Source: an optimization exercise on an open RTL-to-GDS flow (aim: small area). Production flows keep margins and buffers that such runs may drop.
No functional check of the RTL was part of this run.
Power and IR drop assume default switching activity.

===== flow/run.sh =====
#!/bin/bash
# synth_recipe.tcl (not shown) runs the flow's synth.tcl, then flattens the netlist and writes it again
# the make line also repeats each setting of config.mk as NAME=value (left out here)
make -C /OpenROAD-flow-scripts/flow DESIGN_CONFIG=/design/flow/config.mk WORK_HOME=/design/flow/orfs CLKGATE_MAP_FILE= SYNTH_SCRIPT=/design/flow/synth_recipe.tcl finish

===== flow/design.v =====
module dsv_frontend #(
    parameter IDX_W = 20
) (
    input  wire             clk_i,
    input  wire             rst_i,
    input  wire             take_i,      
    input  wire [12:0]      lv_i,        
    input  wire             track_i,     
    output wire [IDX_W-1:0] idx_o,       
    output wire             start0_o,    
    output wire             start1_o,    
    output wire             clk_o        
);
    reg [12:0]      prev;
    reg             prev_valid;
    reg [IDX_W-1:0] next_idx;
    wire [12:0] rise = {13{prev_valid}} & ~prev &  lv_i;
    wire [12:0] fall = {13{prev_valid}} &  prev & ~lv_i;
    assign idx_o    = next_idx;
    assign start0_o = rise[0] & fall[1];
    assign start1_o = fall[0] & rise[1];
    assign clk_o    = rise[2] & (track_i ? ~lv_i[1] : ~lv_i[0]);
    always @(posedge clk_i) begin
        if (rst_i) begin
            prev_valid <= 1'b0;
            next_idx   <= {IDX_W{1'b0}};
        end else if (take_i) begin
            prev       <= lv_i;
            prev_valid <= 1'b1;
            next_idx   <= next_idx + 1'b1;
        end
    end
endmodule
module dsv_classifier #(
    parameter IDX_W = 20
) (
    input  wire [IDX_W-1:0] now_i,
    input  wire [IDX_W-1:0] ref_i,
    input  wire [IDX_W-1:0] start_lim_i,
    input  wire [IDX_W-1:0] clk_min_i,
    input  wire [IDX_W-1:0] clk_max_i,
    output wire             start_ok_o,
    output wire             clk_ok_o
);
    wire [IDX_W-1:0] n = now_i - ref_i;
    assign start_ok_o = (n < start_lim_i);
    assign clk_ok_o   = (n >= clk_min_i) && (n <= clk_max_i);
endmodule
module dsv_core (
    input  wire          clk_i,
    input  wire          rst_i,
    input  wire [12:0]   cfg_ch_mask,
    input  wire [19:0]   cfg_start_lim,
    input  wire [19:0]   cfg_clk_min,
    input  wire [19:0]   cfg_clk_max,
    input  wire          smp_valid,
    output wire          smp_ready,
    input  wire [12:0]   smp_lv,
    input  wire          smp_eos,
    output wire [1:0]    req_sel,
    output wire          ev_valid,
    output wire [17:0]   ev,
    output wire [1055:0] rec_bytes,
    output wire [2:0]    status,
    output wire [2:0]    state_o
);
    localparam IDX_W = 20;
    localparam [2:0] S_FIND_START  = 3'd0;
    localparam [2:0] S_VERIFY      = 3'd1;
    localparam [2:0] S_NEXT_CLK    = 3'd2;
    localparam [2:0] S_READ_DATA   = 3'd3;
    localparam [2:0] S_HALTED      = 3'd4;
    localparam [2:0] R_IDLE    = 3'd0;
    localparam [2:0] R_PIXELS  = 3'd1;
    localparam [2:0] R_PRESENT = 3'd2;
    localparam [2:0] R_RECORD  = 3'd3;
    localparam [2:0] R_ERROR   = 3'd4;
    localparam [7:0] PAGE_BASE = 8'd176;
    localparam [7:0] FRAME_LEN = 8'd132;
    reg  [2:0]       state;
    reg  [2:0]       rphase;
    reg              track;         
    reg  [IDX_W-1:0] cand_idx;
    reg  [IDX_W-1:0] ref_idx;
    reg  [1:0]       clk_cnt;       
    reg  [7:0]       cmd0, cmd1, cmd2;
    reg  [7:0]       pay_len;       
    reg  [1055:0]    pay;           
    reg              sel;           
    reg  [7:0]       r_col;         
    reg  [2:0]       r_row;         
    reg              st_cfg_err, st_stream_ended, st_bad_page;
    reg              eos_seen;
    wire idle_in   = (rphase == R_IDLE);
    assign smp_ready = ~rst_i & idle_in;
    wire accept    = smp_valid & smp_ready;
    wire live      = (state != S_HALTED) & ~eos_seen;
    wire take_smp  = accept & ~smp_eos & live;
    wire take_end  = accept &  smp_eos & live;
    wire [IDX_W-1:0] now_idx;
    wire             m_start0, m_start1, m_clk;
    dsv_frontend #(.IDX_W(IDX_W)) u_fe (
        .clk_i    (clk_i),
        .rst_i    (rst_i),
        .take_i   (take_smp),
        .lv_i     (smp_lv),
        .track_i  (track),
        .idx_o    (now_idx),
        .start0_o (m_start0),
        .start1_o (m_start1),
        .clk_o    (m_clk)
    );
    wire             start_ok, clk_ok;
    wire [IDX_W-1:0] cls_ref = (state == S_VERIFY) ? cand_idx : ref_idx;
    dsv_classifier #(.IDX_W(IDX_W)) u_cls (
        .now_i       (now_idx),
        .ref_i       (cls_ref),
        .start_lim_i (cfg_start_lim),
        .clk_min_i   (cfg_clk_min),
        .clk_max_i   (cfg_clk_max),
        .start_ok_o  (start_ok),
        .clk_ok_o    (clk_ok)
    );
    wire [7:0] byte_in = smp_lv[12:5];               
    wire       page_ok = (cmd0[7:3] == PAGE_BASE[7:3]);
    wire [2:0] page    = cmd0[2:0];
    integer i;
    always @(posedge clk_i) begin
        if (rst_i) begin
            state           <= (cfg_ch_mask != 13'd0) ? S_FIND_START : S_HALTED;
            st_cfg_err      <= (cfg_ch_mask == 13'd0);
            st_stream_ended <= 1'b0;
            st_bad_page     <= 1'b0;
            eos_seen        <= 1'b0;
            rphase          <= R_IDLE;
            clk_cnt         <= 2'd0;
            pay_len         <= 8'd0;
        end else begin
            case (rphase)
            R_IDLE: begin
                if (take_end) begin
                    eos_seen        <= 1'b1;
                    st_stream_ended <= 1'b1;
                    clk_cnt         <= 2'd0;
                    pay_len         <= 8'd0;
                    state           <= S_HALTED;
                end else if (take_smp) begin
                    case (state)
                    S_FIND_START: begin
                        if (m_start0) begin
                            track    <= 1'b1;
                            cand_idx <= now_idx;
                            state    <= S_VERIFY;
                        end else if (m_start1) begin
                            track    <= 1'b0;
                            cand_idx <= now_idx;
                            state    <= S_VERIFY;
                        end
                    end
                    S_VERIFY: begin
                        if (m_clk) begin
                            if (start_ok) begin
                                cmd0    <= byte_in;
                                clk_cnt <= 2'd1;
                                ref_idx <= now_idx;
                                state   <= S_NEXT_CLK;
                            end else begin
                                clk_cnt <= 2'd0;
                                pay_len <= 8'd0;
                                state   <= S_FIND_START;
                            end
                        end
                    end
                    S_NEXT_CLK: begin
                        if (m_clk) begin
                            if (clk_ok) begin
                                ref_idx <= now_idx;
                                if (clk_cnt == 2'd1) begin
                                    cmd1    <= byte_in;
                                    clk_cnt <= 2'd2;
                                end else begin
                                    cmd2    <= byte_in;
                                    clk_cnt <= 2'd3;
                                    pay_len <= 8'd0;
                                    state   <= S_READ_DATA;
                                end
                            end else begin
                                clk_cnt <= 2'd0;
                                pay_len <= 8'd0;
                                state   <= S_FIND_START;
                            end
                        end
                    end
                    S_READ_DATA: begin
                        if (m_clk) begin
                            for (i = 0; i < 132; i = i + 1)
                                if (pay_len == i)
                                    pay[8*i +: 8] <= byte_in;
                            if (pay_len == FRAME_LEN - 8'd1) begin
                                sel   <= smp_lv[0] & ~smp_lv[1];
                                r_col <= 8'd0;
                                r_row <= 3'd0;
                                if (page_ok) begin
                                    rphase <= R_PIXELS;
                                end else begin
                                    st_bad_page <= 1'b1;
                                    rphase      <= R_ERROR;
                                end
                            end else begin
                                pay_len <= pay_len + 8'd1;
                            end
                        end
                    end
                    default: ;
                    endcase
                end
            end
            R_PIXELS: begin
                r_row <= r_row + 3'd1;
                if (r_row == 3'd7) begin
                    r_col <= r_col + 8'd1;
                    if (r_col == FRAME_LEN - 8'd1)
                        rphase <= R_PRESENT;
                end
            end
            R_PRESENT: begin
                rphase <= R_RECORD;
            end
            default: begin   
                rphase  <= R_IDLE;
                clk_cnt <= 2'd0;
                pay_len <= 8'd0;
                state   <= S_FIND_START;
            end
            endcase
        end
    end
    wire [7:0] cur_byte = pay[8*r_col +: 8];
    wire       pix_on   = cur_byte[3'd7 - r_row];
    wire [8:0] pix_x    = {1'b0, r_col} + (sel ? 9'd132 : 9'd0);
    wire [5:0] pix_y    = {page, r_row};
    reg [17:0] ev_word;
    always @(*) begin
        case (rphase)
        R_PIXELS:  ev_word = {2'b00, pix_x, pix_y, pix_on};
        R_PRESENT: ev_word = {2'b01, 16'd0};
        R_RECORD:  ev_word = {2'b10, page, sel, 12'd0};
        R_ERROR:   ev_word = {2'b11, 3'd3, 5'd0, cmd0};
        default:   ev_word = 18'd0;
        endcase
    end
    assign ev_valid  = ~rst_i & ~idle_in;
    assign ev        = ev_word;
    assign rec_bytes = pay;
    assign req_sel = (rst_i | ~idle_in)       ? 2'd0 :
                     (state == S_FIND_START)  ? 2'd1 :
                     (state == S_HALTED)      ? 2'd0 :
                     track                    ? 2'd3 : 2'd2;
    assign status  = {st_bad_page, st_stream_ended, st_cfg_err};
    assign state_o = state;
endmodule

===== flow/config.mk =====
export PLATFORM = sky130hd
export DESIGN_NAME = dsv_core
export DESIGN_NICKNAME = dsv_core
export VERILOG_FILES = /design/flow/design.v
export SDC_FILE = /design/flow/constraint.sdc
export NUM_CORES = 4
export LEC_CHECK = 0
export CAP_MARGIN = 20
export CORE_AREA = 5 5 435 435
export DIE_AREA = 0 0 440 440
export SLEW_MARGIN = 20

===== flow/constraint.sdc =====
create_clock -name core_clock -period 7.0 [get_ports {clk_i}]
set_input_delay 1.4000 -clock core_clock [delete_from_list [all_inputs] [get_ports {clk_i}]]
set_output_delay 1.4000 -clock core_clock [all_outputs]
set_load 0.01 [all_outputs]

==> impl_metrics.json <==
{
  "outcome": "no timing/DRC/antenna violations",
  "cp_cell_sequence": "buf_12 -> buf_12 -> buf_4 -> mux4_2 -> a221oi_1 -> o21ai_1 -> nor2_1 -> nor3_1 -> a2111oi_0 -> o21ai_0 -> a31oi_1 -> o22ai_1 -> clkdlybuf4s50_1",
  "slew_violations": 0,
  "synth_compound_area_share_pct": 4.06,
  "fp.dieH_um": 440,
  "r2r_start": "state[1]",
  "dp_cells": 6264,
  "drive_above_1_share_pct": 16.2,
  "swShare_pct": 22.2,
  "tns_ps": 0,
  "gp_congestion": 0.925,
  "grt_usage_pct": 25.8,
  "critPathLaunchType": "flop",
  "multiInputGateArea_mm2": 0.0128,
  "period_minus_slack_ps": 6870,
  "period_share_pct": 98.1,
  "cp_common_cell": "buf_12",
  "synth.top_cell.area_share_pct": 70.1,
  "vdd_drop_max_mv": 0.260,
  "fmax_ghz": 0.146,
  "hold_viol": 0,
  "grt_max_degree": 90,
  "cts_inserted_buffers": 135,
  "timing.hold.ws_ps": 477,
  "vias": 33400,
  "share_comb_of_total_power_pct": 3.2,
  "worstMarginPinSlew_ps": 1190,
  "synth_edf_count": 1124,
  "drc": 0,
  "io_pins": 1174,
  "ant_nets": 0,
  "die_x_um": 440,
  "start_util_pct": 26.2,
  "cts_htree_levels": 4,
  "seq_area_frac_synth_pct": 71.6,
  "stdcell_count": 6522,
  "cellPowerDensity_mw_per_mm2": 225,
  "internal-power_w": 0.0119,
  "ys_warn_count": 2,
  "p_sw_w": 0.00338,
  "synth_area_mm2": 0.0481,
  "insertion_delay_ps": 800,
  "synth_mux_area_share_pct": 14.0,
  "path_max_fanout": 27,
  "synth_nets": 2826,
  "postSynth.asyncResetShare_pct": 0,
  "p_clk_share_pct": 46.8,
  "syn_to_final_growth_pct": 41.0,
  "p_leak_nw": 22.2,
  "final_net_count": 4124,
  "synth_area_leaders": "edfxtp_1, mux4_2, ha_1",
  "rows": 157,
  "netlist_instances": 2646,
  "synth_top_family_by_area": "multiplexers",
  "grt_first_pass_wirelength_mm": 331,
  "wl_met1_mm": 98.2,
  "crit_start": "r_col[0]",
  "syn_avg_cell_area_um2": 18.2,
  "synth_top_area_cell": "edfxtp_1",
  "ys_types": 77,
  "yosys.area_share.simple_pct": 5.07,
  "cts_tree": "built",
  "cts-root-buf": "clkbuf_16",
  "hpwl_mm": 199,
  "antenna_found_initial": 14,
  "setup_viol": 0,
  "r2r-end": "pay_len[2]",
  "maxSlewHeadroom_pct": 20.4,
  "core_area_mm2": 0.183,
  "critPathMaxStageDelay_ps": 600,
  "drtIter0Drc": 3890,
  "p_seq_share_pct": 50.0,
  "synth_top_flop_cell": "edfxtp_1",
  "cts-hold-fix-buffers": 0,
  "path_class": "reg2out",
  "end_kind": "output port",
  "grt_pass1_vias": 32800,
  "r2r_cells": 25,
  "wl_per_cell_um": 39.6,
  "drv_cap": 0,
  "endpoint": "ev[0]",
  "r2r_slack_ps": 480,
  "synth-seq-cells": 1160,
  "cts.sinks": 1160,
  "register_area_mm2": 0.0345,
  "drt_wl_total_mm": 258,
  "fin_util_pct": 37.0,
  "fillers": 17300,
  "via_per_inst": 5.12,
  "finClkSkew_ps": 39.4,
  "critPathArrivalTime_ps": 5470,
  "rsz0062_at_grt": "no",
  "cp_data_required_time_ps": 5600,
  "slowest_stage": "clkdlybuf4s50_1",
  "timing.hold.worst.class": "reg2reg",
  "synth_xor_area_share_pct": 0.837,
  "grt-ovfl-total": 0,
  "route.met3.wl_mm": 24.0,
  "dieArea_mm2": 0.194,
  "cts.clk_slew.worst_paths_ps": 50,
  "numPortBuffers": 1171,
  "wl_met2_mm": 125,
  "ctsLongestPathBuffers": 3,
  "synthAdderAreaFrac_pct": 2.36,
  "top_layer_used": "met5",
  "firstDrtPassIters": 8
}
layer usage:
metal  vias to the layer above  global-route usage, %
met4                         8                   9.56
met2                      2049                   42.6
met3                       339                   7.81
met5                         -                      0
met1                     17800                   31.8
li1                      13300                      -
metrics by stage:
step                setup slack [ps]  cell area, um2  power [W]
finish                           134           67900     0.0152
global route                    9.27           67800     0.0157
CTS                             8.12           67800     0.0153
detailed placement               468           63300    0.00825
global placement                 495           63300    0.00824
floorplan                        294           48100    0.00796
worst max-delay path: cells and delay by family (launching register included):
kind / cells / cell delay (ps)
buffers and inverters: 4 / 1290
AOI/OAI and AO/OA: 6 / 1600
muxes: 1 / 560
DFF: 1 / 440
and+or+nand+nor: 2 / 730
synthesized netlist by cell type, types with 15 or more instances:
| master | instances |
|---|---|
| o21ai_0 | 36 |
| a22oi_1 | 43 |
| xnor2_1 | 20 |
| a21o_1 | 16 |
| ha_1 | 89 |
| nor2_1 | 243 |
| dfxtp_1 | 36 |
| edfxtp_1 | 1124 |
| and3_1 | 15 |
| inv_1 | 72 |
| xor2_1 | 26 |
| nor3_1 | 24 |
| nor2b_1 | 26 |
| clkbuf_1 | 58 |
| and2_1 | 17 |
| a22o_1 | 15 |
| nand2_1 | 105 |
| nand4_1 | 18 |
| mux2i_1 | 55 |
| nand3_1 | 21 |
| buf_2 | 29 |
| a21oi_1 | 61 |
| mux4_2 | 265 |
registers in the layout, summed over array words and instances, names as in the netlist, 8 cells and up:
register and cells:
cmd0 8, ref_idx 20, pay_len 8, u_fe.next_idx 20
r_col 8, cand_idx 20, pay 1056
power by group through the flow:
stage	Combinational (W)	Sequential (W)	Clock (W)
4_1_cts	0.000493	0.00761	0.00722
3_3_place_gp	0.000482	0.00776	0
6_report	0.000494	0.00761	0.00713
2_1_floorplan	0.000203	0.00776	0
3_5_place_dp	0.000490	0.00776	0
5_1_grt	0.000537	0.00761	0.00752
how the worst min path moves through the flow:
stage               cells past startpoint         from          end  slack, ps
finish                                  1  st_bad_page  st_bad_page        480
global route                            1  st_bad_page  st_bad_page        510
CTS                                     1  st_bad_page  st_bad_page        470
detailed placement                      1  st_bad_page  st_bad_page        450
global placement                        1  st_bad_page  st_bad_page        440
floorplan                               1  st_bad_page  st_bad_page        430
kinds of logic (layout without fill, tap and decap cells):
| family | count (synthesis) | in the layout |
|---|---|---|
| xor+xnor | 46 | 46 |
| fa+ha+maj | 90 | 90 |
| simple gates | 525 | 525 |
| other cells | 0 | 6 |
| mux | 334 | 334 |
| compound gates | 287 | 287 |
| buf+inv | 204 | 1610 |
| flops | 1160 | 1160 |
cell type report:
class | instances | area share, %
diodes | 6 | 0.0221
well taps | 2464 | 4.54
clock buffers | 165 | 5.21
inverters | 73 | 0.408
flip-flops and latches | 1160 | 50.8
multi-input cells | 1282 | 18.8
clock inverters | 80 | 1.29
repair buffers | 1292 | 18.9
placed cells by master, fill, tap and decap left out, types with 11 or more instances in the layout:
cell	instances
buf_4	107
nand2b_1	14
nand2_2	14
clkbuf_1	27
and2_1	16
edfxtp_1	1124
mux2i_1	55
a21oi_1	61
mux4_2	265
mux2_2	11
a21o_1	16
o21ai_1	13
o21ai_0	36
a221oi_1	13
clkbuf_16	136
nor3_1	24
inv_1	71
a22o_1	15
nor2b_1	23
and3_1	15
bufinv_16	12
clkdlybuf4s50_1	1163
nand3_1	21
dfxtp_1	36
buf_12	15
clkinv_2	26
ha_1	89
xnor2_1	20
xor2_1	26
nand4_1	18
nand2_1	91
clkinv_1	16
nor2_1	232
a22oi_1	43
repair_timing:
action	4_1_cts	5_1_grt
resized for setup	2	2
pin swaps	1	0
buffers inserted	5	0
hold endpoints to repair	0	0
setup endpoints to repair	1	5
gates cloned	0	0

==> port drivers added, routing unchanged <==
How much do the figures lean on ideal ports? The routed layout below was timed once more, with nothing changed but the port constraints.
Step 1 sets driving cells, clkbuf_16 on the clock port and buf_2 on the other inputs (assumed; they add their load-dependent delay and slew).
Step 2 moves the port delays by t, midway between the first and last clock arrival at a register: inputs arrive t later, outputs are due t later. That takes back most of the time a late clock gives input paths.
Slacks: ideal ports / drivers / drivers and shift; pairs: ideal ports / drivers.
shift t [ns]: 0.875
setup slack, ns: 0.134 / 0.043 / 0.480
worst setup path at the end: register to register
After both steps setup and hold are still met in this run. For this run, drivers alone change the setup slack by -0.091 ns; drivers and shift together by +0.346 ns.
